What follows belongs to an exercise in optimizing a design on an open flow for small area and a short achievable clock period; a production flow would make more cautious choices.
In this exercise RTL edits were held to simulation tests only and were not proved equivalent to the original.
Power is estimated from default activity; no workload was simulated.

==> flow/design.v (excerpt) <==
module pelcod_packer #(
    parameter RAW_MAX = 8
) (
    input  wire       clk,
    input  wire       rst,              
    input  wire [7:0] addr_i,           
    input  wire       sink_present_i,
    input  wire       cmd_valid,
    output wire       cmd_ready,
    input  wire [4:0] cmd_op,
    input  wire [31:0] cmd_arg,
    input  wire       raw_valid,
    output wire       raw_ready,
    input  wire [7:0] raw_data,
    input  wire       raw_last,
    input  wire       raw_none,
    output wire       snk_valid,
    input  wire       snk_ready,
    output wire [7:0] snk_data,
    output wire       snk_first,
    output wire       snk_last,
    output wire       snk_empty,
    input  wire       snk_done,
    input  wire       snk_fail,
    input  wire [7:0] snk_err,
    output wire       st_valid,
    output wire [2:0] st_code,
    output wire [7:0] st_err
);
clock: 25.0 ns
lec_check: 0
abc_area: 1
cap_margin: 20
core_margin: 2
core_utilization: 65
cts_buf_list: sky130_fd_sc_hd__clkbuf_8
slew_margin: 20
standard.sh (not shown) runs the stock make flow with config.mk's settings and CLKGATE_MAP_FILE= SYNTH_SCRIPT=/design/flow/synth_recipe.tcl, a recipe that flattens the netlist after the stock synthesis.
==> flow/flow/run.sh <==
#!/bin/bash
# Standard layout with these changes:
#  - synthesis: no full/half-adder cell extraction, and abc maps with
#    flow/area.abc (flow/synth_pre.tcl); registers are unchanged;
#  - small port buffers instead of delay cells;
#  - timing repair aimed at a tighter setup slack than the 25 ns clock needs.
set -e
export BUFFER_PORTS_ARGS="-buffer_cell sky130_fd_sc_hd__buf_2"
export SETUP_SLACK_MARGIN=19
export ADDER_MAP_FILE=
export FLOW_ABC_SCRIPT=$PWD/flow/area.abc
cat flow/synth_pre.tcl synth_recipe.tcl > synth_abc.tcl
sed "s#SYNTH_SCRIPT=[^ ]*#SYNTH_SCRIPT=$PWD/synth_abc.tcl#" standard.sh > standard_abc.sh
bash standard_abc.sh > standard.log 2>&1
==> flow/flow/area.abc <==
strash
&get -n
&fraig -x
&put
scorr
dc2
strash
&get -n
&dch -f
&nf
&put
strash
dch -f
amap
==> flow/flow/synth_pre.tcl <==
# Prepended to the standard flow's synthesis script: abc maps the combinational logic
# with flow/area.abc (area-oriented mapping) instead of the flow's
# abc_area.script.  abc sees only the combinational logic, so the
# registers stay as the standard synthesis makes them.
proc abc {args} {
  set a {}
  set skip 0
  foreach x $args {
    if { $skip } { set skip 0; continue }
    if { $x eq "-script" } { set skip 1; continue }
    lappend a $x
  }
  yosys abc -script $::env(FLOW_ABC_SCRIPT) {*}$a
}
The first run completed without violations.
==> next run, changes <==
--- a/flow/config.mk
+++ b/flow/config.mk
@@ -9,5 +9,5 @@
 export CAP_MARGIN = 20
 export CORE_MARGIN = 2
-export CORE_UTILIZATION = 65
+export CORE_UTILIZATION = 55
 export CTS_BUF_LIST = sky130_fd_sc_hd__clkbuf_8
 export SLEW_MARGIN = 20
What happened:
- utilization falls by 14 points
- global-route usage falls by 6.8 points
- final area falls by 0.66%
- worst setup slack improved by 0.028 ns
- clock-buffer cell count falls by 2
- clock skew barely changes
==> next run, changes <==
==> flow/flow/run.sh (replaced) <==
#!/bin/bash
# Standard layout with these changes:
#  - synthesis: no full/half-adder cell extraction, and abc on Yosys's
#    default script (flow/synth_pre.tcl); registers are unchanged;
#  - small port buffers instead of delay cells;
#  - timing repair aimed at a tighter setup slack than the 25 ns clock needs.
set -e
export BUFFER_PORTS_ARGS="-buffer_cell sky130_fd_sc_hd__buf_2"
export SETUP_SLACK_MARGIN=19
export ADDER_MAP_FILE=
cat flow/synth_pre.tcl synth_recipe.tcl > synth_abc.tcl
sed "s#SYNTH_SCRIPT=[^ ]*#SYNTH_SCRIPT=$PWD/synth_abc.tcl#" standard.sh > standard_abc.sh
bash standard_abc.sh > standard.log 2>&1
==> flow/flow/synth_pre.tcl (replaced) <==
# Prepended to the standard flow's synthesis script: abc maps with Yosys's own default
# script (the &nf mapper) instead of the flow's abc_area.script.  abc sees
# only the combinational logic, so the registers stay as the standard
# synthesis makes them.
proc abc {args} {
  set a {}
  set skip 0
  foreach x $args {
    if { $skip } { set skip 0; continue }
    if { $x eq "-script" } { set skip 1; continue }
    lappend a $x
  }
  yosys abc {*}$a
}
removed: flow/flow/area.abc
Result: The new run ran to the end with no violations. Wire length climbs by 2.1%. Clock-buffer cell count climbs by 2. Die area climbs by 7.4%. Cell count drops by 2.0%. Final area climbs by 5.6%. Critical path depth is unchanged. First-iteration DRC count drops by 0.63%. Worst hold slack hardly moves. Setup slack gains 0.0042 ns. Synthesized cell count drops by 0.48%.

* * *

pelcod_packer, a different RTL version from the one above (not shown whole).
Size in the first run: about 130 flip-flops, roughly 6400 sq um of cells after synthesis.
export LEC_CHECK = 0
export ABC_AREA = 1
export CAP_MARGIN = 20
export CORE_MARGIN = 2
export CORE_UTILIZATION = 55
export CTS_BUF_LIST = sky130_fd_sc_hd__clkbuf_8
export SLEW_MARGIN = 20
create_clock -name core_clock -period 25.0 [get_ports {clk}]
==> flow/flow/run.sh <==
#!/bin/bash
# Standard layout with these changes:
#  - synthesis: no full/half-adder cell extraction, and abc maps with
#    flow/area.abc (flow/synth_pre.tcl); registers are unchanged;
#  - small port buffers instead of delay cells;
#  - timing repair aimed at a tighter setup slack than the 25 ns clock needs;
#  - clock tree without the dummy loads CTS adds for balancing, with a
#    clkbuf_16 root and clkbuf_4 leaf buffers.
set -e
export BUFFER_PORTS_ARGS="-buffer_cell sky130_fd_sc_hd__buf_2"
export SETUP_SLACK_MARGIN=19
export ADDER_MAP_FILE=
export CTS_ARGS="-sink_clustering_enable -repair_clock_nets -root_buf sky130_fd_sc_hd__clkbuf_16 -buf_list sky130_fd_sc_hd__clkbuf_4 -dont_use_dummy_load"
export FLOW_ABC_SCRIPT=$PWD/flow/area.abc
cat flow/synth_pre.tcl synth_recipe.tcl > synth_abc.tcl
sed "s#SYNTH_SCRIPT=[^ ]*#SYNTH_SCRIPT=$PWD/synth_abc.tcl#" standard.sh > standard_abc.sh
bash standard_abc.sh > standard.log 2>&1
==> flow/flow/area.abc <==
strash
&get -n
&fraig -x
&put
scorr
dc2
strash
&get -n
&dch -f
&nf
&put
strash
dch -f
amap
==> flow/flow/synth_pre.tcl <==
# Prepended to the standard flow's synthesis script: abc maps the combinational logic
# with flow/area.abc (area-oriented mapping) instead of the flow's
# abc_area.script.  abc sees only the combinational logic, so the
# registers stay as the standard synthesis makes them.
proc abc {args} {
  set a {}
  set skip 0
  foreach x $args {
    if { $skip } { set skip 0; continue }
    if { $x eq "-script" } { set skip 1; continue }
    lappend a $x
  }
  yosys abc -script $::env(FLOW_ABC_SCRIPT) {*}$a
}
The first run finished clean.
==> next run, changes <==
--- a/flow/flow/run.sh
+++ b/flow/flow/run.sh
@@ -11 +11 @@
-export SETUP_SLACK_MARGIN=19
+export SETUP_SLACK_MARGIN=18.8
Effect: The changed run completed with no timing, DRC or antenna violations; global-route usage drops by 0.56 points; via count is lower by 0.94%; power fell by 0.52%; wire length went down by 2.8%; final area goes down by 0.33%; die area is unchanged; fmax came out lower by 2.1%.
==> next run, changes <==
--- a/flow/flow/run.sh
+++ b/flow/flow/run.sh
@@ -7,2 +7 @@
-#  - clock tree without the dummy loads CTS adds for balancing, with a
-#    clkbuf_16 root and clkbuf_4 leaf buffers.
+#  - clock tree without the dummy loads CTS adds for balancing.
@@ -11 +10 @@
-export SETUP_SLACK_MARGIN=18.8
+export SETUP_SLACK_MARGIN=19
@@ -13 +12 @@
-export CTS_ARGS="-sink_clustering_enable -repair_clock_nets -root_buf sky130_fd_sc_hd__clkbuf_16 -buf_list sky130_fd_sc_hd__clkbuf_4 -dont_use_dummy_load"
+export CTS_ARGS="-sink_clustering_enable -repair_clock_nets -root_buf sky130_fd_sc_hd__clkbuf_16 -buf_list sky130_fd_sc_hd__clkbuf_4 -dont_use_dummy_load -sink_clustering_size 10"
Global-route usage rose by 0.56 points.
Count of clock-buffer cells in the layout is unchanged.
Sequential power barely changes.
Die area is unchanged.
Wire length rose by about 3%.
Maximum frequency went up by about 2.2%.
Total power goes up by about 0.5%.
==> next run, changes <==
--- a/flow/flow/run.sh
+++ b/flow/flow/run.sh
@@ -12 +12 @@
-export CTS_ARGS="-sink_clustering_enable -repair_clock_nets -root_buf sky130_fd_sc_hd__clkbuf_16 -buf_list sky130_fd_sc_hd__clkbuf_4 -dont_use_dummy_load -sink_clustering_size 10"
+export CTS_ARGS="-sink_clustering_enable -repair_clock_nets -root_buf sky130_fd_sc_hd__clkbuf_16 -buf_list sky130_fd_sc_hd__clkbuf_4 -dont_use_dummy_load"
Outcome:
- setup slack stays the same
- via count does not change
- register-to-register slack barely changes
- final cell count stays the same
- power stays the same
- count of clock-buffer cells in the layout is unchanged
- global-route usage is unchanged
- sequential share of layout area stays the same
==> next run, changes <==
--- a/flow/flow/run.sh
+++ b/flow/flow/run.sh
@@ -12 +12 @@
-export CTS_ARGS="-sink_clustering_enable -repair_clock_nets -root_buf sky130_fd_sc_hd__clkbuf_16 -buf_list sky130_fd_sc_hd__clkbuf_4 -dont_use_dummy_load"
+export CTS_ARGS="-sink_clustering_enable -repair_clock_nets -buf_list sky130_fd_sc_hd__clkbuf_8 -dont_use_dummy_load"
=>
- The new run completed without violations
- worst setup slack loses 0.020 ns
- clock-buffer cell count does not change
- final area increases by 1.7%
- routed wire length hardly moves
- global-route usage increases by 0.14 points
- via count decreases by 0.88%
- final cell count stays flat

==> port drivers added, routing unchanged <==
How much do the figures lean on ideal ports? The routed layouts below were timed once more, with nothing changed but the port constraints. Step 1: set_driving_cell puts a clkbuf_16 on clk and a buf_2 on each other input, an assumption about the parent block. Step 2 also shifts input and output timing later by t, the mid clock arrival at the registers, as if the neighbouring blocks saw the same clock. a / b / c = ideal ports / drivers / drivers and shift; a / b = the first two.
run | t (ns) | setup WS [ns] | hold slack, ns | worst setup path at the end | worst slew at a driven data input, ns
the first run of note 1 | 0.494 | 18.985 / 18.952 / 18.625 | 0.326 / 0.326 / 0.326 | input to register | 0.04
the second run of note 1 | 0.487 | 19.012 / 18.976 / 18.702 | 0.331 / 0.331 / 0.331 | input to register | 0.04
the third run of note 1 | 0.491 | 19.016 / 18.978 / 18.608 | 0.329 / 0.329 / 0.329 | input to register | 0.04
the first run of note 2 | 0.411 | 19.029 / 18.985 / 18.708 | 0.305 / 0.305 / 0.305 | input to register | 0.04
the second run of note 2 | 0.406 | 18.900 / 18.857 / 18.537 | 0.328 / 0.328 / 0.328 | input to register | 0.05
the third run of note 2 | 0.411 | 19.029 / 18.985 / 18.708 | 0.305 / 0.305 / 0.305 | input to register | 0.04
the fourth run of note 2 | 0.411 | 19.029 / 18.985 / 18.708 | 0.305 / 0.305 / 0.305 | input to register | 0.04
the fifth run of note 2 | 0.486 | 19.009 / 18.970 / 18.684 | 0.314 / 0.314 / 0.314 | input to register | 0.04
After both steps setup and hold are still met in every run listed. For the third run of note 1, which loses most, drivers alone change the setup slack by -0.038 ns; drivers and shift together by -0.408 ns.
